Context: an optimization exercise on an open-source flow, tuned for a short achievable clock period and few clock cycles. The choices shown serve that exercise and are no tape-out recipe.
In this exercise RTL edits were held to simulation tests only and were not proved equivalent to the original.
No activity file was given, so power comes from the tool's default toggle rates.

==> design.v <==
module ptd (
    input  wire        clk,
    input  wire        rst,           
    input  wire [7:0]  reg_addr,      
    input  wire        reg_we,
    input  wire [31:0] reg_wdata,
    output reg  [31:0] reg_rdata,
    input  wire [31:0] rom_size,
    input  wire [31:0] pix_size,
    input  wire [31:0] pkd_size,
    output reg         rom_req,
    output reg  [31:0] rom_addr,
    input  wire        rom_ack,
    input  wire [7:0]  rom_rdata,
    output reg         pix_req,
    output reg         pix_we,
    output reg  [31:0] pix_addr,
    output reg  [7:0]  pix_wdata,
    input  wire        pix_ack,
    input  wire [7:0]  pix_rdata,
    output reg         pkd_req,
    output reg  [31:0] pkd_addr,
    output reg  [7:0]  pkd_wdata,
    input  wire        pkd_ack,
    output wire        busy
);
    localparam [3:0] F_ADDRRANGE  = 4'd1,
                     F_ILLEGAL    = 4'd2,
                     F_ROMBOUNDS  = 4'd3,
                     F_GEOMETRY   = 4'd4,
                     F_PIXBOUNDS  = 4'd5,
                     F_PKDBOUNDS  = 4'd6,
                     F_PIXELRANGE = 4'd7,
                     F_IDUNDER    = 4'd8;
    localparam [2:0] OP_DTILE = 3'd2, OP_PACK = 3'd3,
                     OP_COMPOSE = 3'd4, OP_ASSEMBLE = 3'd5;
    localparam [1:0] M_IDLE = 2'd0, M_WAIT = 2'd1, M_RUN = 2'd2, M_PACK = 2'd3;
    localparam [3:0] FS_IDLE  = 4'd0,
                     FS_RECA  = 4'd1,
                     FS_RECC  = 4'd2,
                     FS_RECR  = 4'd3,
                     FS_MAPA  = 4'd4,
                     FS_MAPC  = 4'd5,
                     FS_MAPR  = 4'd6,
                     FS_B16A  = 4'd7,
                     FS_B16C  = 4'd8,
                     FS_B16R  = 4'd9,
                     FS_B4A   = 4'd10,
                     FS_B4C   = 4'd11,
                     FS_B4R   = 4'd12,
                     FS_TID   = 4'd13,
                     FS_STOP  = 4'd14;
    reg [31:0] r_cmd;
    reg        st_busy, st_done, st_fault;
    reg [3:0]  r_err;
    reg [31:0] r_errinfo;
    reg [23:0] r_xlin;
    reg [21:0] r_xlout;
    reg [31:0] r_src, r_grid, r_vbase, r_vpitch, r_vdim, r_pkbase;
    reg [31:0] r_pklen;
    reg [31:0] r_mapbase, r_b16base, r_b4base, r_tsbase;
    reg [7:0]  r_tbias;
    assign busy = st_busy;
    wire [15:0] gw = r_grid[15:0];
    wire [15:0] gh = r_grid[31:16];
    wire [15:0] vw = r_vdim[15:0];
    wire [15:0] vh = r_vdim[31:16];
    wire [31:0] pitch = r_vpitch;
    wire [31:0] p8  = {pitch[28:0], 3'b0};
    wire [31:0] p16 = {pitch[27:0], 4'b0};
    wire [31:0] p32 = {pitch[26:0], 5'b0};
    wire [15:0] gw_m1 = gw - 16'd1;
    wire [15:0] gh_m1 = gh - 16'd1;
    always @* begin
        case (reg_addr[7:2])
            6'h00: reg_rdata = 32'h50544401;
            6'h02: reg_rdata = r_cmd;
            6'h03: reg_rdata = {29'd0, st_fault, st_done, st_busy};
            6'h04: reg_rdata = {28'd0, r_err};
            6'h05: reg_rdata = r_errinfo;
            6'h06: reg_rdata = {8'd0, r_xlin};
            6'h07: reg_rdata = {10'd0, r_xlout};
            6'h08: reg_rdata = r_src;
            6'h09: reg_rdata = r_grid;
            6'h0A: reg_rdata = r_vbase;
            6'h0B: reg_rdata = r_vpitch;
            6'h0C: reg_rdata = r_vdim;
            6'h0D: reg_rdata = r_pkbase;
            6'h0E: reg_rdata = r_pklen;
            6'h0F: reg_rdata = r_mapbase;
            6'h10: reg_rdata = r_b16base;
            6'h11: reg_rdata = r_b4base;
            6'h12: reg_rdata = r_tsbase;
            6'h13: reg_rdata = {24'd0, r_tbias};
            default: reg_rdata = 32'd0;
        endcase
        if (reg_addr[1:0] != 2'b00) reg_rdata = 32'd0;
    end
    wire [5:0] wa      = reg_addr[7:2];
    wire host_wr = reg_we && !st_busy && (reg_addr[1:0] == 2'b00);
    wire srst    = host_wr && (wa == 6'h01) && reg_wdata[0];
    wire cmd_wr  = host_wr && (wa == 6'h02) && !st_fault;
    wire [7:0] wop = reg_wdata[7:0];
    wire w_illegal = (reg_wdata[31:8] != 24'd0) || (wop == 8'd0) || (wop > 8'd5);
    wire m_start = cmd_wr && !w_illegal && (wop != 8'd1);
    reg [1:0] settle;
    wire settled = (settle == 2'd3);
    reg        s1_pitch_bad, s1_bad_dt, s1_bad_co, s1_bad_as, s1_grid_zero, s1_nz;
    reg [35:0] s1_pp0, s1_pp1, s1_pp2, s1_pp3;      
    reg [32:0] s1_x;                                
    reg [32:0] s1_rhs;                              
    reg [14:0] s1_rb;                               
    reg [18:0] s2_kp0, s2_kp1, s2_kp2, s2_kp3;      
    reg [32:0] s1_room;                             
    reg [31:0] s1_p8m8, s1_p16p16;
    reg [39:0] s2_sa, s2_sb;
    reg [48:0] s3_lhs;                              
    reg [30:0] s3_pklen;                            
    wire [14:0] rbc = vw[15:2] + {14'd0, |vw[1:0]};
    always @(posedge clk) begin
        s1_pitch_bad <= pitch < {16'd0, vw};
        s1_bad_dt    <= (vw < 16'd8) || (vh < 16'd8);
        s1_bad_co    <= ({gw, 3'b0} > {3'b0, vw}) || ({gh, 3'b0} > {3'b0, vh});
        s1_bad_as    <= ({gw, 5'b0} > {5'b0, vw}) || ({gh, 5'b0} > {5'b0, vh});
        s1_grid_zero <= (gw == 16'd0) || (gh == 16'd0);
        s1_nz        <= (vw != 16'd0) && (vh != 16'd0);
        s1_pp0       <= vh[3:0]   * pitch;
        s1_pp1       <= vh[7:4]   * pitch;
        s1_pp2       <= vh[11:8]  * pitch;
        s1_pp3       <= vh[15:12] * pitch;
        s1_x         <= {1'b0, r_vbase} + {17'd0, vw};
        s1_rhs       <= {1'b0, pix_size} + {1'b0, pitch};
        s1_rb        <= rbc;
        s1_room      <= {1'b0, pkd_size} - {1'b0, r_pkbase};
        s1_p8m8      <= p8 - 32'd8;
        s1_p16p16    <= p16 + 32'd16;
        s2_sa        <= {4'd0, s1_pp0} + {s1_pp1, 4'd0};
        s2_sb        <= {4'd0, s1_pp2} + {s1_pp3, 4'd0};
        s2_kp0       <= vh[3:0]   * s1_rb;
        s2_kp1       <= vh[7:4]   * s1_rb;
        s2_kp2       <= vh[11:8]  * s1_rb;
        s2_kp3       <= vh[15:12] * s1_rb;
        s3_lhs       <= {16'd0, s1_x} + {9'd0, s2_sa} + {1'b0, s2_sb, 8'd0};
        s3_pklen     <= {12'd0, s2_kp0} + {8'd0, s2_kp1, 4'd0}
                      + {4'd0, s2_kp2, 8'd0} + {s2_kp3, 12'd0};
    end
    always @(posedge clk) begin
        if (rst || srst || (host_wr && wa != 6'h02))
            settle <= 2'd0;
        else if (!settled)
            settle <= settle + 2'd1;
    end
    reg [1:0]  mstate;
    reg [2:0]  op;
    reg [3:0]  fstate;
    reg [32:0] fF;               
    reg [33:0] fEnd;             
    reg [3:0]  fb;               
    reg [7:0]  f_even;           
    reg [15:0] fcx, fcy;
    reg [1:0]  fkq, fmq;
    reg [31:0] fmap_idx;
    reg [7:0]  fid16, fid4, ftid;
    reg        fdone, pf;
    reg [3:0]  pf_code;
    reg [31:0] pf_info;
    reg [15:0] fifo [0:15];
    reg [3:0]  fwp, frp;
    reg [4:0]  fcnt;             
    reg [4:0]  space;            
    reg [7:0]  rb_hi, rb_lo;
    reg [2:0]  rb_cnt;
    reg [2:0]  wrow;
    reg [31:0] nl;               
    reg [31:0] cur_org;          
    reg [31:0] cell_org;         
    reg [31:0] crow_base;        
    reg [31:0] nxt_org;          
    reg [15:0] wcx;
    reg [1:0]  wkq, wmq;
    reg [15:0] q_x, q_y, q_xrem, q_yrem;
    reg [31:0] q_line;
    reg        rd_done;
    reg        pr_valid, pr_last;
    reg [7:0]  pr_data;
    reg [15:0] pr_x, pr_y;
    reg        pk_stop;
    reg [31:0] pk_finfo;
    reg [7:0]  acc;
    reg [7:0]  pq [0:3];
    reg [1:0]  pq_wp, pq_rp;
    reg [2:0]  pq_cnt;
    reg [31:0] pk_ptr;
    wire geo_bad = s1_pitch_bad
                 || (op == OP_DTILE    && s1_bad_dt)
                 || (op == OP_COMPOSE  && s1_bad_co)
                 || (op == OP_ASSEMBLE && s1_bad_as);
    wire s4_pix_bad = s1_nz && (s3_lhs > {16'd0, s1_rhs});
    wire s4_pk_zero = (s3_pklen == 31'd0);
    wire s4_pk_bad  = !s4_pk_zero && (s1_room[32] || ({2'b0, s3_pklen} > s1_room));
    wire pkb_bad = (op == OP_PACK) && s4_pk_bad;
    wire ok_empty = (op == OP_PACK) ? s4_pk_zero
                                    : ((op != OP_DTILE) && s1_grid_zero);
    wire wait_end = settled && (geo_bad || s4_pix_bad || pkb_bad || ok_empty);
    wire go_run   = (mstate == M_WAIT) && settled && !wait_end && (op != OP_PACK);
    wire go_pack  = (mstate == M_WAIT) && settled && !wait_end && (op == OP_PACK);
    wire w_adv  = !pix_req || pix_ack;
    wire w_rb   = (rb_cnt != 3'd0);
    wire w_run  = (mstate == M_RUN) || go_run;
    wire w_pop  = w_run && w_adv && !w_rb && (fcnt != 5'd0);
    wire w_idle = w_adv && !w_rb && (fcnt == 5'd0);
    wire run_fault = pf && w_idle;
    wire run_done  = fdone && w_idle;
    wire pq_drain  = (pq_cnt == 3'd0) || (pq_cnt == 3'd1 && pkd_ack);
    wire pk_fault_now = pk_stop && pq_drain;
    wire pk_done_now  = !pk_stop && rd_done && !pr_valid && pq_drain;
    wire m_end = ((mstate == M_WAIT) && wait_end)
              || ((mstate == M_RUN)  && (run_fault || run_done))
              || ((mstate == M_PACK) && (pk_fault_now || pk_done_now));
    task automatic raise(input [3:0] code, input [31:0] info);
        begin
            r_err     <= code;
            r_errinfo <= info;
            st_busy   <= 1'b0;
            st_done   <= 1'b0;
            st_fault  <= 1'b1;
            mstate    <= M_IDLE;
        end
    endtask
    task automatic finish_ok;
        begin
            st_busy <= 1'b0;
            st_done <= 1'b1;
            mstate  <= M_IDLE;
        end
    endtask
    always @(posedge clk) begin
        if (rst || srst) begin
            r_cmd     <= 32'd0;
            st_busy   <= 1'b0;
            st_done   <= 1'b0;
            st_fault  <= 1'b0;
            r_err     <= 4'd0;
            r_errinfo <= 32'd0;
            r_xlin    <= 24'd0;
            r_xlout   <= 22'd0;
            r_src     <= 32'd0;
            r_grid    <= 32'd0;
            r_vbase   <= 32'd0;
            r_vpitch  <= 32'd0;
            r_vdim    <= 32'd0;
            r_pkbase  <= 32'd0;
            r_pklen   <= 32'd0;
            r_mapbase <= 32'd0;
            r_b16base <= 32'd0;
            r_b4base  <= 32'd0;
            r_tsbase  <= 32'd0;
            r_tbias   <= 8'd0;
            mstate    <= M_IDLE;
            op        <= 3'd0;
        end else begin
            if (host_wr) begin
                case (wa)
                    6'h06: r_xlin    <= reg_wdata[23:0];
                    6'h08: r_src     <= reg_wdata;
                    6'h09: r_grid    <= reg_wdata;
                    6'h0A: r_vbase   <= reg_wdata;
                    6'h0B: r_vpitch  <= reg_wdata;
                    6'h0C: r_vdim    <= reg_wdata;
                    6'h0D: r_pkbase  <= reg_wdata;
                    6'h0F: r_mapbase <= reg_wdata;
                    6'h10: r_b16base <= reg_wdata;
                    6'h11: r_b4base  <= reg_wdata;
                    6'h12: r_tsbase  <= reg_wdata;
                    6'h13: r_tbias   <= reg_wdata[7:0];
                    default: ;
                endcase
            end
            case (mstate)
                M_IDLE: begin
                    if (cmd_wr) begin
                        r_cmd    <= reg_wdata;
                        st_done  <= 1'b0;
                        st_fault <= 1'b0;
                        if (w_illegal) begin
                            raise(F_ILLEGAL, reg_wdata);
                        end else if (wop == 8'd1) begin
                            if (r_xlin[15]) begin
                                raise(F_ADDRRANGE, {8'd0, r_xlin});
                            end else begin
                                if (r_xlin[14])
                                    r_xlout <= {r_xlin[23:16], r_xlin[13:0]};
                                else
                                    r_xlout <= {8'd0, r_xlin[13:0]};
                                finish_ok;
                            end
                        end else begin
                            st_busy <= 1'b1;
                            op      <= wop[2:0];
                            mstate  <= M_WAIT;
                        end
                    end
                end
                M_WAIT: begin
                    if (settled) begin
                        if (geo_bad)
                            raise(F_GEOMETRY, r_vdim);
                        else if (s4_pix_bad)
                            raise(F_PIXBOUNDS, r_vbase);
                        else if (pkb_bad)
                            raise(F_PKDBOUNDS, r_pkbase);
                        else if (ok_empty) begin
                            if (op == OP_PACK) r_pklen <= 32'd0;
                            finish_ok;
                        end else
                            mstate <= (op == OP_PACK) ? M_PACK : M_RUN;
                    end
                end
                M_RUN: begin
                    if (run_fault)
                        raise(pf_code, pf_info);
                    else if (run_done)
                        finish_ok;
                end
                default: begin  
                    if (pk_fault_now)
                        raise(F_PIXELRANGE, pk_finfo);
                    else if (pk_done_now) begin
                        r_pklen <= {1'b0, s3_pklen};
                        finish_ok;
                    end
                end
            endcase
        end
    end
    wire f_last_cx = (fcx == gw_m1);
    wire f_last_cy = (fcy == gh_m1);
    wire f_rec_oob = fEnd > {2'b0, rom_size};
    wire f_take    = (fstate == FS_RECC) && !f_rec_oob && (space >= 5'd8);
    wire f_push    = (fstate == FS_RECR) && rom_ack && fb[0];
    wire [31:0] t_base = (fstate == FS_MAPA) ? r_mapbase :
                         (fstate == FS_B16A) ? r_b16base : r_b4base;
    wire [31:0] t_off  = (fstate == FS_MAPA) ? fmap_idx :
                         (fstate == FS_B16A) ? {22'd0, fid16, fkq} : {22'd0, fid4, fmq};
    wire [32:0] t_sum  = {1'b0, t_base} + {1'b0, t_off};
    wire t_oob     = t_sum >= {1'b0, rom_size};
    reg [33:0] i_end;
    reg        i_ok;
    reg [1:0]  src_age;
    always @(posedge clk) begin
        i_end <= {2'b0, r_src} + 34'd16;
        i_ok  <= (i_end <= {2'b0, rom_size});
        if (rst || srst || (host_wr && wa == 6'h08))
            src_age <= 2'd0;
        else if (src_age != 2'd2)
            src_age <= src_age + 2'd1;
    end
    wire f_fast = m_start && (wop[2:0] == OP_DTILE || wop[2:0] == OP_COMPOSE)
                && (src_age == 2'd2) && i_ok;
    always @(posedge clk) begin
        if (mstate == M_IDLE) begin
            fF       <= {1'b0, r_src};
            fcx      <= 16'd0;
            fcy      <= 16'd0;
            fkq      <= 2'd0;
            fmq      <= 2'd0;
            fmap_idx <= 32'd0;
            fdone    <= 1'b0;
            pf       <= 1'b0;
            rom_addr <= r_src;
            fb       <= 4'd0;
            rom_req  <= f_fast;
            fstate   <= !m_start ? FS_IDLE :
                        f_fast ? FS_RECR :
                        (wop[2:0] == OP_ASSEMBLE) ? FS_MAPA :
                        (wop[2:0] == OP_PACK)     ? FS_IDLE : FS_RECA;
        end else begin
            case (fstate)
                FS_RECA: begin
                    fEnd   <= {1'b0, fF} + 34'd16;
                    fstate <= FS_RECC;
                end
                FS_RECC: begin
                    if (f_rec_oob) begin
                        pf      <= 1'b1;
                        pf_code <= F_ROMBOUNDS;
                        pf_info <= (fF >= {1'b0, rom_size}) ? fF[31:0] : rom_size;
                        fstate  <= FS_STOP;
                    end else if (space >= 5'd8) begin
                        rom_req  <= 1'b1;
                        rom_addr <= fF[31:0];
                        fb       <= 4'd0;
                        fstate   <= FS_RECR;
                    end
                end
                FS_RECR: begin
                    if (rom_ack) begin
                        if (!fb[0]) f_even <= rom_rdata;
                        fb       <= fb + 4'd1;
                        rom_addr <= rom_addr + 32'd1;
                        if (fb == 4'd15) begin
                            rom_req <= 1'b0;
                            if (op == OP_DTILE) begin
                                fdone  <= 1'b1;
                                fstate <= FS_STOP;
                            end else if (op == OP_COMPOSE) begin
                                fF <= fF + 33'd16;
                                if (f_last_cx) begin
                                    fcx <= 16'd0;
                                    fcy <= fcy + 16'd1;
                                    if (f_last_cy) begin
                                        fdone  <= 1'b1;
                                        fstate <= FS_STOP;
                                    end else
                                        fstate <= FS_RECA;
                                end else begin
                                    fcx    <= fcx + 16'd1;
                                    fstate <= FS_RECA;
                                end
                            end else begin
                                fmq <= fmq + 2'd1;
                                if (fmq != 2'd3)
                                    fstate <= FS_B4A;
                                else begin
                                    fkq <= fkq + 2'd1;
                                    if (fkq != 2'd3)
                                        fstate <= FS_B16A;
                                    else begin
                                        fmap_idx <= fmap_idx + 32'd1;
                                        if (f_last_cx) begin
                                            fcx <= 16'd0;
                                            fcy <= fcy + 16'd1;
                                            if (f_last_cy) begin
                                                fdone  <= 1'b1;
                                                fstate <= FS_STOP;
                                            end else
                                                fstate <= FS_MAPA;
                                        end else begin
                                            fcx    <= fcx + 16'd1;
                                            fstate <= FS_MAPA;
                                        end
                                    end
                                end
                            end
                        end
                    end
                end
                FS_MAPA, FS_B16A, FS_B4A: begin
                    if (t_oob) begin
                        pf      <= 1'b1;
                        pf_code <= F_ROMBOUNDS;
                        pf_info <= t_sum[31:0];
                        fstate  <= FS_STOP;
                    end else begin
                        rom_req  <= 1'b1;
                        rom_addr <= t_sum[31:0];
                        fstate   <= fstate + 4'd2;
                    end
                end
                FS_MAPR: begin
                    if (rom_ack) begin
                        fid16   <= rom_rdata;
                        rom_req <= 1'b0;
                        fstate  <= FS_B16A;
                    end
                end
                FS_B16R: begin
                    if (rom_ack) begin
                        fid4    <= rom_rdata;
                        rom_req <= 1'b0;
                        fstate  <= FS_B4A;
                    end
                end
                FS_B4R: begin
                    if (rom_ack) begin
                        ftid    <= rom_rdata;
                        rom_req <= 1'b0;
                        fstate  <= FS_TID;
                    end
                end
                FS_TID: begin
                    if (ftid < r_tbias) begin
                        pf      <= 1'b1;
                        pf_code <= F_IDUNDER;
                        pf_info <= {24'd0, ftid};
                        fstate  <= FS_STOP;
                    end else begin
                        fF     <= {1'b0, r_tsbase} + {21'd0, ftid - r_tbias, 4'd0};
                        fEnd   <= {2'b0, r_tsbase} + {21'd0, {1'b0, ftid - r_tbias} + 9'd1, 4'd0};
                        fstate <= FS_RECC;
                    end
                end
                default: ;
            endcase
        end
        if (rst) begin
            fstate  <= FS_IDLE;
            rom_req <= 1'b0;
        end
    end
    always @(posedge clk) begin
        if (f_push)
            fifo[fwp] <= {~rom_rdata, ~f_even};
        if (mstate == M_IDLE) begin
            fwp   <= 4'd0;
            frp   <= 4'd0;
            fcnt  <= 5'd0;
            space <= f_fast ? 5'd8 : 5'd16;
        end else begin
            if (f_push) fwp <= fwp + 4'd1;
            if (w_pop)  frp <= frp + 4'd1;
            fcnt  <= fcnt + {4'd0, f_push} - {4'd0, w_pop};
            space <= space - (f_take ? 5'd8 : 5'd0) + {4'd0, w_pop};
        end
    end
    wire [15:0] w_row     = fifo[frp];
    wire [31:0] w_base    = (wrow == 3'd0) ? cur_org : nl;
    wire        w_last_cx = (wcx == gw_m1);
    always @(posedge clk) begin
        if (op == OP_COMPOSE) begin
            nxt_org <= w_last_cx ? (crow_base + p8) : (cur_org + 32'd8);
        end else begin
            if (wmq != 2'd3)
                nxt_org <= cur_org + ((wmq == 2'd1) ? s1_p8m8 : 32'd8);
            else if (wkq != 2'd3)
                nxt_org <= cell_org + ((wkq == 2'd0) ? 32'd16 :
                                       (wkq == 2'd1) ? p16 : s1_p16p16);
            else
                nxt_org <= w_last_cx ? (crow_base + p32) : (cell_org + 32'd32);
        end
    end
    wire pq_push = pr_valid && !pk_stop && (pr_data[7:2] == 6'd0)
                 && (pr_x[1:0] == 2'd3 || pr_last);
    wire can_issue = !pk_stop && ({1'b0, pq_cnt} + {3'd0, pq_push} <= 4'd2);
    wire [7:0] pk_byte = acc | ({6'd0, pr_data[1:0]} << {~pr_x[1:0], 1'b0});
    always @(posedge clk) begin
        if (mstate == M_IDLE) begin
            pix_req   <= 1'b0;
            pix_we    <= 1'b0;
            pr_valid  <= 1'b0;
            rb_cnt    <= 3'd0;
            wrow      <= 3'd0;
            cur_org   <= r_vbase;
            cell_org  <= r_vbase;
            crow_base <= r_vbase;
            wcx       <= 16'd0;
            wkq       <= 2'd0;
            wmq       <= 2'd0;
        end else if (go_pack) begin
            pix_req  <= 1'b1;
            pix_we   <= 1'b0;
            pix_addr <= r_vbase;
            q_line   <= r_vbase;
            q_x      <= 16'd0;
            q_y      <= 16'd0;
            q_xrem   <= vw - 16'd1;
            q_yrem   <= vh - 16'd1;
            rd_done  <= 1'b0;
            pr_valid <= 1'b0;
            pk_stop  <= 1'b0;
            acc      <= 8'd0;
        end else if (w_run) begin
            if (w_adv) begin
                if (w_rb) begin
                    pix_req   <= 1'b1;
                    pix_we    <= 1'b1;
                    pix_wdata <= {6'd0, rb_hi[7], rb_lo[7]};
                    rb_hi     <= {rb_hi[6:0], 1'b0};
                    rb_lo     <= {rb_lo[6:0], 1'b0};
                    rb_cnt    <= rb_cnt - 3'd1;
                    pix_addr  <= pix_addr + 32'd1;
                end else if (fcnt != 5'd0) begin
                    pix_req   <= 1'b1;
                    pix_we    <= 1'b1;
                    pix_wdata <= {6'd0, w_row[15], w_row[7]};
                    rb_hi     <= {w_row[14:8], 1'b0};
                    rb_lo     <= {w_row[6:0], 1'b0};
                    rb_cnt    <= 3'd7;
                    pix_addr  <= w_base;
                    nl        <= w_base + pitch;
                    wrow      <= wrow + 3'd1;
                    if (wrow == 3'd7) begin
                        cur_org <= nxt_org;
                        if (op == OP_COMPOSE) begin
                            if (w_last_cx) begin
                                wcx       <= 16'd0;
                                crow_base <= nxt_org;
                            end else
                                wcx <= wcx + 16'd1;
                        end else begin
                            wmq <= wmq + 2'd1;
                            if (wmq == 2'd3) begin
                                wkq <= wkq + 2'd1;
                                if (wkq == 2'd3) begin
                                    cell_org <= nxt_org;
                                    if (w_last_cx) begin
                                        wcx       <= 16'd0;
                                        crow_base <= nxt_org;
                                    end else
                                        wcx <= wcx + 16'd1;
                                end
                            end
                        end
                    end
                end else begin
                    pix_req <= 1'b0;
                    pix_we  <= 1'b0;
                end
            end
        end else if (mstate == M_PACK) begin
            pr_valid <= pix_req && pix_ack;
            if (pix_req && pix_ack) begin
                pr_data <= pix_rdata;
                pr_x    <= q_x;
                pr_y    <= q_y;
                pr_last <= (q_xrem == 16'd0);
                if (q_xrem == 16'd0 && q_yrem == 16'd0) begin
                    rd_done <= 1'b1;
                    pix_req <= 1'b0;
                end else begin
                    if (q_xrem != 16'd0) begin
                        pix_addr <= pix_addr + 32'd1;
                        q_x      <= q_x + 16'd1;
                        q_xrem   <= q_xrem - 16'd1;
                    end else begin
                        pix_addr <= q_line + pitch;
                        q_line   <= q_line + pitch;
                        q_x      <= 16'd0;
                        q_xrem   <= vw - 16'd1;
                        q_y      <= q_y + 16'd1;
                        q_yrem   <= q_yrem - 16'd1;
                    end
                    pix_req <= can_issue;
                end
            end else if (!pix_req && !rd_done && can_issue) begin
                pix_req <= 1'b1;
            end
            if (pr_valid && !pk_stop) begin
                if (pr_data[7:2] != 6'd0) begin
                    pk_stop  <= 1'b1;
                    pk_finfo <= {pr_y, pr_x};
                    pix_req  <= 1'b0;
                end else if (pq_push)
                    acc <= 8'd0;
                else
                    acc <= pk_byte;
            end
        end
        if (rst) begin
            pix_req  <= 1'b0;
            pix_we   <= 1'b0;
            pr_valid <= 1'b0;
        end
    end
    wire pq_pop = (pq_cnt != 3'd0) && pkd_ack;
    always @* begin
        pkd_req   = (pq_cnt != 3'd0);
        pkd_addr  = pk_ptr;
        pkd_wdata = pq[pq_rp];
    end
    always @(posedge clk) begin
        if (pq_push)
            pq[pq_wp] <= pk_byte;
        if (go_pack) begin
            pq_cnt <= 3'd0;
            pq_wp  <= 2'd0;
            pq_rp  <= 2'd0;
            pk_ptr <= r_pkbase;
        end else begin
            if (pq_push) pq_wp <= pq_wp + 2'd1;
            if (pq_pop) begin
                pq_rp  <= pq_rp + 2'd1;
                pk_ptr <= pk_ptr + 32'd1;
            end
            pq_cnt <= pq_cnt + {2'd0, pq_push} - {2'd0, pq_pop};
        end
        if (rst)
            pq_cnt <= 3'd0;
    end
endmodule
==> flow/run.sh <==
#!/bin/bash
set -euo pipefail
bash standard.sh SETUP_SLACK_MARGIN=6 MAX_REPAIR_ANTENNAS_ITER_DRT=20 finish > standard_flow.log 2>&1
==> standard.sh <==
#!/bin/bash
# synth_recipe.tcl (not shown) runs the flow's synth.tcl, then flattens the netlist and writes it again
# the make line also repeats each setting of config.mk as NAME=value (left out here)
make -C /OpenROAD-flow-scripts/flow DESIGN_CONFIG=/design/flow/config.mk WORK_HOME=/design/flow/orfs CLKGATE_MAP_FILE= SYNTH_SCRIPT=/design/flow/synth_recipe.tcl "${@:-finish}"
==> config.mk <==
export PLATFORM = sky130hd
export DESIGN_NAME = ptd
export DESIGN_NICKNAME = ptd
export VERILOG_FILES = /design/flow/design.v
export SDC_FILE = /design/flow/constraint.sdc
export NUM_CORES = 4
export LEC_CHECK = 0
export CAP_MARGIN = 20
export CORE_MARGIN = 2
export CORE_UTILIZATION = 55
export SLEW_MARGIN = 20
==> constraint.sdc <==
create_clock -name core_clock -period 12.0 [get_ports {clk}]
set_input_delay 2.4000 -clock core_clock [delete_from_list [all_inputs] [get_ports {clk}]]
set_output_delay 2.4000 -clock core_clock [all_outputs]
set_load 0.01 [all_outputs]
==> results of run 1 <==
==> sequential cells by signal (all words and copies together), names as in the netlist, 34 cells and up, named ones only <==
signal  cells
s2_sa      40
s1_pp1     36
s3_lhs     49
fEnd       34
s1_pp2     36
s2_sb      40
s1_pp0     36
fifo      256
s1_pp3     36
==> layer usage <==
metal,wire [um],share of wire (%),vias up
li1,-,-,52300
met3,70500,12,2069
met1,217000,37,59600
met4,52200,8.8,54
met5,487,0.083,-
met2,250000,42,7969
==> where the power goes <==
group          switching [mW]  internal, mW  total [mW]
clock network            3.27          4.10        7.37
logic                    2.52          1.33        3.85
registers               0.482          7.94        8.42
==> worst min path at each step <==
| stage | cells past startpoint | end | from |
|---|---|---|---|
| global route | 0 | s3_pklen[1] | s2_kp0[1] |
| finish | 0 | s3_pklen[1] | s2_kp0[1] |
| global placement | 0 | s2_sa[1] | s1_pp0[1] |
| floorplan | 0 | s2_sa[0] | s1_pp0[0] |
| detailed placement | 0 | s2_sb[2] | s1_pp2[2] |
| CTS | 0 | s3_pklen[1] | s2_kp0[1] |
==> worst max-delay path, cell delays in order <==
cell and delay, ns:
buf_8 0.11, nor2_4 0.04, nand3b_1 0.12, buf_12 0.16
nor3_4 0.05, buf_8 0.17, a222oi_1 0.58, nand2_1 0.20
a221oi_4 0.31, a21oi_2 0.12, buf_2 0.16
==> area by class of cell <==
type	instances	share of cell area [%]
Inverter	831	2.01
Clock buffer	309	4.14
Sequential cell	2086	32.4
Tap cell	3220	2.59
Antenna cell	55	0.0886
Multi-Input combinational cell	11000	52.2
Clock inverter	117	0.916
Timing Repair Buffer	884	5.67
==> cells in the mapped netlist (48+ instances only) <==
master | number | area share, %
nand2_1 | 2188 | 6.1
dfxtp_1 | 1247 | 18
a21oi_1 | 1188 | 4.4
ha_1 | 1054 | 9.7
nor2_1 | 893 | 2.5
edfxtp_1 | 839 | 19
inv_1 | 827 | 2.3
xnor2_1 | 701 | 4.5
clkbuf_1 | 655 | 1.8
o21ai_0 | 537 | 2.0
fa_1 | 410 | 6.1
xor2_1 | 369 | 2.4
nand3_1 | 335 | 1.2
a21o_1 | 321 | 1.8
and2_1 | 316 | 1.5
mux2i_1 | 222 | 1.6
nor3_1 | 197 | 0.73
nor2b_1 | 166 | 0.77
nand4_1 | 155 | 0.72
and3_1 | 149 | 0.69
nand2b_1 | 146 | 0.68
o21a_1 | 128 | 0.71
mux4_2 | 98 | 1.6
o21bai_1 | 95 | 0.53
a211oi_1 | 91 | 0.51
a221oi_1 | 89 | 0.58
a31oi_1 | 89 | 0.41
nor4_1 | 86 | 0.40
mux2_2 | 81 | 0.67
a22oi_1 | 75 | 0.42
or3_1 | 73 | 0.34
o211ai_1 | 72 | 0.40
buf_1 | 70 | 0.19
a222oi_1 | 48 | 0.36
==> cell families after synthesis <==
logic type      Yosys count
mux                     401
compound gates         3173
flops                  2086
fa+ha+maj              1464
simple gates           4875
buf+inv                1591
xor+xnor               1089
other cells               1
==> metrics by stage <==
stage	setup WS [ns]	instances	total power, mW	hold WS (ns)
floorplan	5.68	14700	10.4	0.310
global placement	3.37	17700	11.9	0.310
detailed placement	3.40	17800	12.0	0.313
CTS	5.24	18400	19.4	0.306
global route	5.19	18500	20.1	0.311
finish	5.13	18500	19.6	0.300
==> timing repair <==
item | in CTS | in global routing
cloned | 31 | 5
resized for setup | 456 | 134
pin swaps | 122 | 101
buffers inserted | 188 | 65
endpoints found under the setup margin | 485 | 258
==> summary.txt, run 1 <==
STA
  – Max Slew Vio Count: 0
  – Fmax: 0.146 GHz
  – Final min period: between 6 and 7 ns
  – Setup violators final: 0
  – Worst Max-Slew Pin Slew: 1.22 ns
  – Headroom to the max-slew limit: 18.5%
  – Fin Clk Skew: roughly 0.095 ns
  – Fin. Hold Viols: 0
  – Unrepaired setup endpoints after global routing: yes
  – Final Cycle Share: 57.2%
  – Setup Total Neg Slack: 0 ns

Global route
  – Met3 Usage GRT: 13.4%
  – Initial antenna violation count: 80
  – First-pass GRT wire length: 831,000 um
  – Met1 capacity usage during global routing: between 50% and 60%
  – GRT busiest layer: met2
  – Largest net degree at the start of global routing: between 150 and 200
  – Vias in the first global route: approximately 120k
  – GRT Residual Overflow: 0
  – GRT Overall Usage: 46.0%
  – Grt met2 use: about 70%

Logic synthesis
  – Asr flop ratio synth: 0%
  – Syn. warnings: 1
  – Largest family of logic cells by synthesized area: simple AND/OR/NAND/NOR gates
  – Avg Inst Size Synth: roughly 9.2 sq um
  – Top FF cell, synth: dfxtp_1
  – Post-Synthesis Cells: 14,700
  – EDFF count, synth: ~840
  – Mux contribution to synthesized area: 3.95%
  – Area of the mapped netlist: roughly 0.14 sq mm
  – Yosys reg bits: 2,086
  – Register area share after synthesis: a little under two fifths
  – XOR/XNOR Fraction of Synth Area: around 7.2%
  – Post-synthesis compound-gate area fraction: 14.8%
  – Post-Synth Adder-Cell Area: 15.8%
  – Distinct cells, synth: roughly 100
  – Synth Area in Simple Gates: between 15 and 20%

Die
  – Initial Utilization: between 50% and 60%
  – Num ports: 307
  – Die Width: 500 um
  – Num rows: 182
  – Die area: 0.250 sq mm
  – Core area: 0.245 sq mm
  – Height of the die: 500 um

Status
  – Status: complete, no violations

Critical path
  – CP Launch Type: input pin
  – CP endpoint: reg_rdata[17]
  – Worst reg2reg endpoint: pf_info[21]
  – CP required: about 9.6 ns
  – Worst flop-to-flop path startpoint: fstate[3]
  – Reg2reg setup slack: 5.70 ns
  – Crit-path max FO: 20
  – Critical Path End Type: primary output
  – Kind of critical path: in2out
  – Critical path arrival: 4.47 ns
  – Worst reg2reg path depth: 29
  – Critical path origin: reg_addr[5]

Finish
  – Net count reported at finish: 16,700
  – Layout cell share with drive strength beyond 1: 10.5%
  – Most frequent cells in the layout: nand2_1 (2,177), dfxtp_1 (1,199), a21oi_1 (1,153)
  – Fillers: 19,600
  – Most common cell after layout, fill and taps aside: nand2_1
  – P&R area growth vs syn: 14.8%
  – Post-layout util: 63.3%
  – Multi-input gate area: 0.0811 sq mm
  – FF+latch area: 0.0502 sq mm
  – Fin area: 0.155 sq mm

CTS
  – Hold buffer count at cts: 0
  – CTS Sinks: between 2,000 and 2,500
  – TritonCTS clock tree: yes
  – Skew-Pair Late Insertion Delay: 0.98 ns
  – CTS root buf: clkbuf_16
  – H-tree levels: 4
  – Clock Path Buffers: 3
  – Clock-pin slew on the worst setup and hold paths: approximately 0.060 ns
  – CTS buffer count: between 200 and 250

Routing
  – Vias: 122,000
  – DRC: 0
  – First-pass DRT Iterations: 13
  – Drt total wl: around 590,000 um
  – Drt via density: between 6 and 7
  – WL per Instance: 31.9 um
  – Detail Route Antenna Nets: 0
  – DRT iter0 DRCs: 15,900

Power and ir drop
  – Static leakage: between 60 and 70 nW
  – Pwr/cell area: 126 mW/mm^2
  – Peak VDD IR: around 0.25 mV

Placed design
  – Final HPWL DP: 428,000 um
  – Port-buffer cells: 300
  – Placer Congestion: 1.08
  – Placed inst area: 0.143 sq mm

Hold path
  – Worst min path class: reg2reg

Flow run
  – MaxCap Viol Count: 0
Testbench counts, summed over its fixed seeds: cycles 94,832.
==> inputs of run 2 (changes only) <==
--- a/config.mk
+++ b/config.mk
@@ -7,5 +7,5 @@
 export LEC_CHECK = 0
 export CAP_MARGIN = 20
 export CORE_MARGIN = 2
-export CORE_UTILIZATION = 55
+export CORE_UTILIZATION = 50
 export SLEW_MARGIN = 20
==> summary.txt, run 2 <==
Finish
  – Most frequent cells in the layout: nand2_1 (2,173), dfxtp_1 (1,196), a21oi_1 (1,153)
  – Post-Layout Cell Count: 18,800 (+1.8%)
  – Net count reported at finish: 16,700 (+0.078%)
  – P&R area growth vs syn: 15.3%
  – Layout cell share with drive strength beyond 1: 10.4% (-0.15 points)
  – Largest registers: fifo: 256 flops, s3_lhs: 49 flops
  – Multi-input gate area: 0.0810 sq mm (-0.12%)
  – Fillers: 23,200 (+18%)
  – Largest register FFs: 256 (unchanged)
  – FF+latch area: 0.0502 sq mm (about the same)
  – Fin area: 0.156 sq mm (+0.42%)
  – Largest register by flop count: fifo
  – Most common cell after layout, fill and taps aside: nand2_1

Critical path
  – Slowest CP cell: a221oi_4
  – Slowest stage delay, CP: 0.35 ns (-0.23 ns)
  – Kind of critical path: in2out
  – Critical Path End Type: primary output
  – CP required: 9.60 ns (about the same)
  – Crit-path leading delay family: buffers and inverters
  – Reg2reg setup slack: 6.09 ns (+0.39 ns)
  – Worst flop-to-flop path startpoint: fstate[1]
  – Worst reg2reg path depth: 29 (unchanged)
  – CP Cell Sequence: buf_16 > buf_16 > buf_12 > nor3_4 > buf_4 > buf_6 > buf_16 > a222oi_1 > nand2_1 > a221oi_4 > a31oi_4 > buf_6
  – Crit-path most repeated cell: buf_16
  – Worst Path Buf+Inv: 7 (+3)
  – Critical path arrival: 4.42 ns (-0.05 ns)
  – Crit-path max FO: 6 (-70%)
  – Worst reg2reg endpoint: pf
  – CP Launch Type: input pin

CTS
  – Clock-pin slew on the worst setup and hold paths: 0.06 ns (about the same)
  – Skew-Pair Late Insertion Delay: 1.01 ns (+0.03 ns)
  – CTS root buf: clkbuf_16
  – CTS buffer count: 234 (+4.5%)
  – H-tree levels: 4 (unchanged)
  – Clock Path Buffers: 4 (+1)
  – TritonCTS clock tree: yes
  – CTS Sinks: 2,086 (unchanged)

Logic synthesis
  – Synth cell count leaders: nand2_1 (2,188), dfxtp_1 (1,247), a21oi_1 (1,188), ha_1 (1,054), nor2_1 (893)
  – Syn. warnings: 1 (unchanged)
  – Asr flop ratio synth: 0% (unchanged)
  – Top-count cell post-synth: nand2_1
  – Largest family of logic cells by synthesized area: simple AND/OR/NAND/NOR gates
  – Area of the mapped netlist: 0.135 sq mm (unchanged)
  – Yosys reg bits: 2,086 (unchanged)
  – EDFF count, synth: 839 (unchanged)
  – Avg Inst Size Synth: 9.21 sq um (unchanged)
  – Post-Synth Adder-Cell Area: 15.8% (unchanged)
  – Post-synth top area cell: edfxtp_1
  – Area share of the largest cell type after synthesis: 18.6% (unchanged)
  – Mux contribution to synthesized area: 3.95% (unchanged)
  – Top FF cell, synth: dfxtp_1
  – Post-synthesis compound-gate area fraction: 14.8% (unchanged)
  – Synth Area in Simple Gates: 16.6% (unchanged)
  – Register area share after synthesis: 37.1% (unchanged)
  – Synth area leaders: edfxtp_1 (19%), dfxtp_1 (18%), ha_1 (9.7%)
  – Post-Synthesis Cells: 14,700 (unchanged)
  – XOR/XNOR Fraction of Synth Area: 7.24% (unchanged)
  – Distinct cells, synth: 103 (unchanged)

Routing
  – DRT iter0 DRCs: 14,700 (-7.4%)
  – Drt via density: 6.34 (-3.7%)
  – WL per Instance: 31.4 um (-1.3%)
  – Vias: 120,000 (-2.0%)
  – Drt total wl: 593,000 um (+0.45%)
  – First-pass DRT Iterations: 9 (-4)
  – DRC: 0 (unchanged)
  – Detail Route Antenna Nets: 0 (unchanged)

Placed design
  – Placed cell count: 18,100 (+1.9%)
  – Port-buffer cells: 300 (unchanged)
  – Final HPWL DP: 433,000 um (+1.3%)
  – Placer Congestion: 1.06 (-2.1%)
  – Placed inst area: 0.143 sq mm (+0.27%)

STA
  – Final min period: 6.82 ns (-0.0477 ns)
  – Max Slew Vio Count: 0 (unchanged)
  – Fin. Hold Viols: 0 (unchanged)
  – Final Cycle Share: 56.8% (-0.40 points)
  – Unrepaired setup endpoints after global routing: yes
  – Headroom to the max-slew limit: 7.94% (-11 points)
  – Fmax: 0.147 GHz (+0.70%)
  – Worst Max-Slew Pin Slew: 1.38 ns (+0.160 ns)
  – Fin Clk Skew: 0.115 ns (+0.0196 ns)
  – Setup violators final: 0 (unchanged)
  – Setup Total Neg Slack: 0 ns (unchanged)

Power and ir drop
  – Pwr/cell area: 127 mW/mm^2 (+0.22%)
  – Peak VDD IR: 0.184 mV (-25%)
  – Static leakage: 66.4 nW (+0.33%)

Hold path
  – Hold_sp: s1_pp2[3]
  – Worst min path class: reg2reg
  – Hold Crit Depth: 0 (unchanged)
  – Hold Path End: s2_sb[3]

Global route
  – Largest net degree at the start of global routing: 209 (+12%)
  – Vias in the first global route: 114,000 (-3.7%)
  – Initial antenna violation count: 76 (-5.0%)
  – GRT Residual Overflow: 0 (unchanged)
  – GRT Overall Usage: 41.8% (-4.1 points)
  – First-pass GRT wire length: 825,000 um (-0.69%)

Die
  – Num rows: 190 (+4.4%)
  – Initial Utilization: 50.4% (-4.8 points)
  – Die Width: 524 um (+4.8%)
  – Height of the die: 524 um (+4.8%)
  – Die area: 0.275 sq mm (+9.9%)
  – Core area: 0.269 sq mm (+9.5%)
  – Num ports: 307 (unchanged)

Flow run
  – MaxCap Viol Count: 0 (unchanged)

Status
  – Status: complete, no violations
run 2: cell counts after synthesis:
Identical to the previous run, type by type.
run 2: power breakdown:
part	switching [mW]	leakage, nW	total, mW	internal [mW]
clock network	3.22	3.93	7.62	4.39
registers	0.426	18.1	8.36	7.94
logic	2.48	44.3	3.79	1.31
total	6.13	66.4	19.8	13.6
run 2: stage by stage:
| stage | hold slack (ns) | worst slack [ns] | util, % | power (mW) |
|---|---|---|---|---|
| after floorplan | 0.310 | 5.68 | - | 10.4 |
| after global placement | 0.311 | 3.28 | 53.2 | 11.9 |
| after detailed placement | 0.312 | 3.24 | 53.2 | 11.9 |
| after CTS | 0.325 | 5.27 | 57.6 | 19.6 |
| after global routing | 0.333 | 5.19 | 58.0 | 20.2 |
| final | 0.325 | 5.18 | 58.1 | 19.8 |
run 2: final cells by class:
| type | count | area share (%) |
|---|---|---|
| multi-input cells | 11000 | 51.9 |
| flip-flops and latches | 2086 | 32.2 |
| repair buffers | 889 | 5.78 |
| clock buffers | 323 | 4.30 |
| well taps | 3552 | 2.85 |
| inverters | 831 | 2.01 |
| clock inverters | 114 | 0.846 |
| diodes | 36 | 0.0578 |
run 2: kinds of logic after synthesis:
logic type                 count (synthesis)
DFF                                     2086
adders and majority gates               1464
other                                      1
and+or+nand+nor                         4875
buffers and inverters                   1591
AOI/OAI and AO/OA                       3173
xor gates and xnor gates                1089
muxes                                    401
run 2: worst reg2reg max path: cells and delay by family (launching register included):
kind            cells  cell delay [ns]
buf+inv             4             0.55
flops               1             0.36
compound gates     16             3.08
fa+ha+maj           3             0.72
xor+xnor            1             0.26
simple gates        5             0.89
run 2: worst max path at each step:
stage,start,to,slack (ns),cells past startpoint
3_5_place_dp,reg_addr[6],reg_rdata[10],3.24,9
3_3_place_gp,reg_addr[6],reg_rdata[10],3.28,9
2_1_floorplan,reg_addr[4],reg_rdata[10],5.68,9
6_report,reg_addr[2],reg_rdata[7],5.18,12
4_1_cts,reg_addr[5],reg_rdata[23],5.27,13
5_1_grt,reg_addr[6],reg_rdata[23],5.19,12
run 2: timing repair:
item / CTS / global route
gates cloned: 28 / 11
pin swaps: 115 / 115
setup endpoints to repair: 546 / 240
setup buffers: 194 / 56
resized for setup: 447 / 130
hold buffers: 0 / 0
hold endpoints to repair: 0 / 0
run 2: routing by layer:
metal	routed length, um	GRT usage, %
met1	231000	54.0
met2	245000	61.2
met3	65300	10.8
met4	51100	29.0
met5	476	0

==> afterwards: timing with drivers on the ports <==
In the flow no input, the clock included, has a driving cell. The finished layouts below were timed again as built, in two steps.
Step 1 (the two cells are an assumption about what drives the block):
set clk [get_ports {clk}]
set_driving_cell -lib_cell sky130_fd_sc_hd__clkbuf_16 $clk
set_driving_cell -lib_cell sky130_fd_sc_hd__buf_2 [delete_from_list [all_inputs] $clk]
Step 2 times the ports against the registers' clock, not the clock port: input delays grow and output delays shrink by t, the midpoint of the rising clock arrivals with the driver on.
Three values: no drivers, after step 1, after step 2; two values: the first two.
run	shift t [ns]	setup WS [ns]	worst register clock-pin slew, ns
run 1	1.038	5.133 / 5.046 / 5.046	0.07 / 0.07
run 2	1.067	5.181 / 4.962 / 4.962	0.08 / 0.08
After both steps every run listed still meets setup and hold. The setup slack of run 2, which loses most, moves by -0.219 ns with the drivers and by -0.219 ns with both steps.
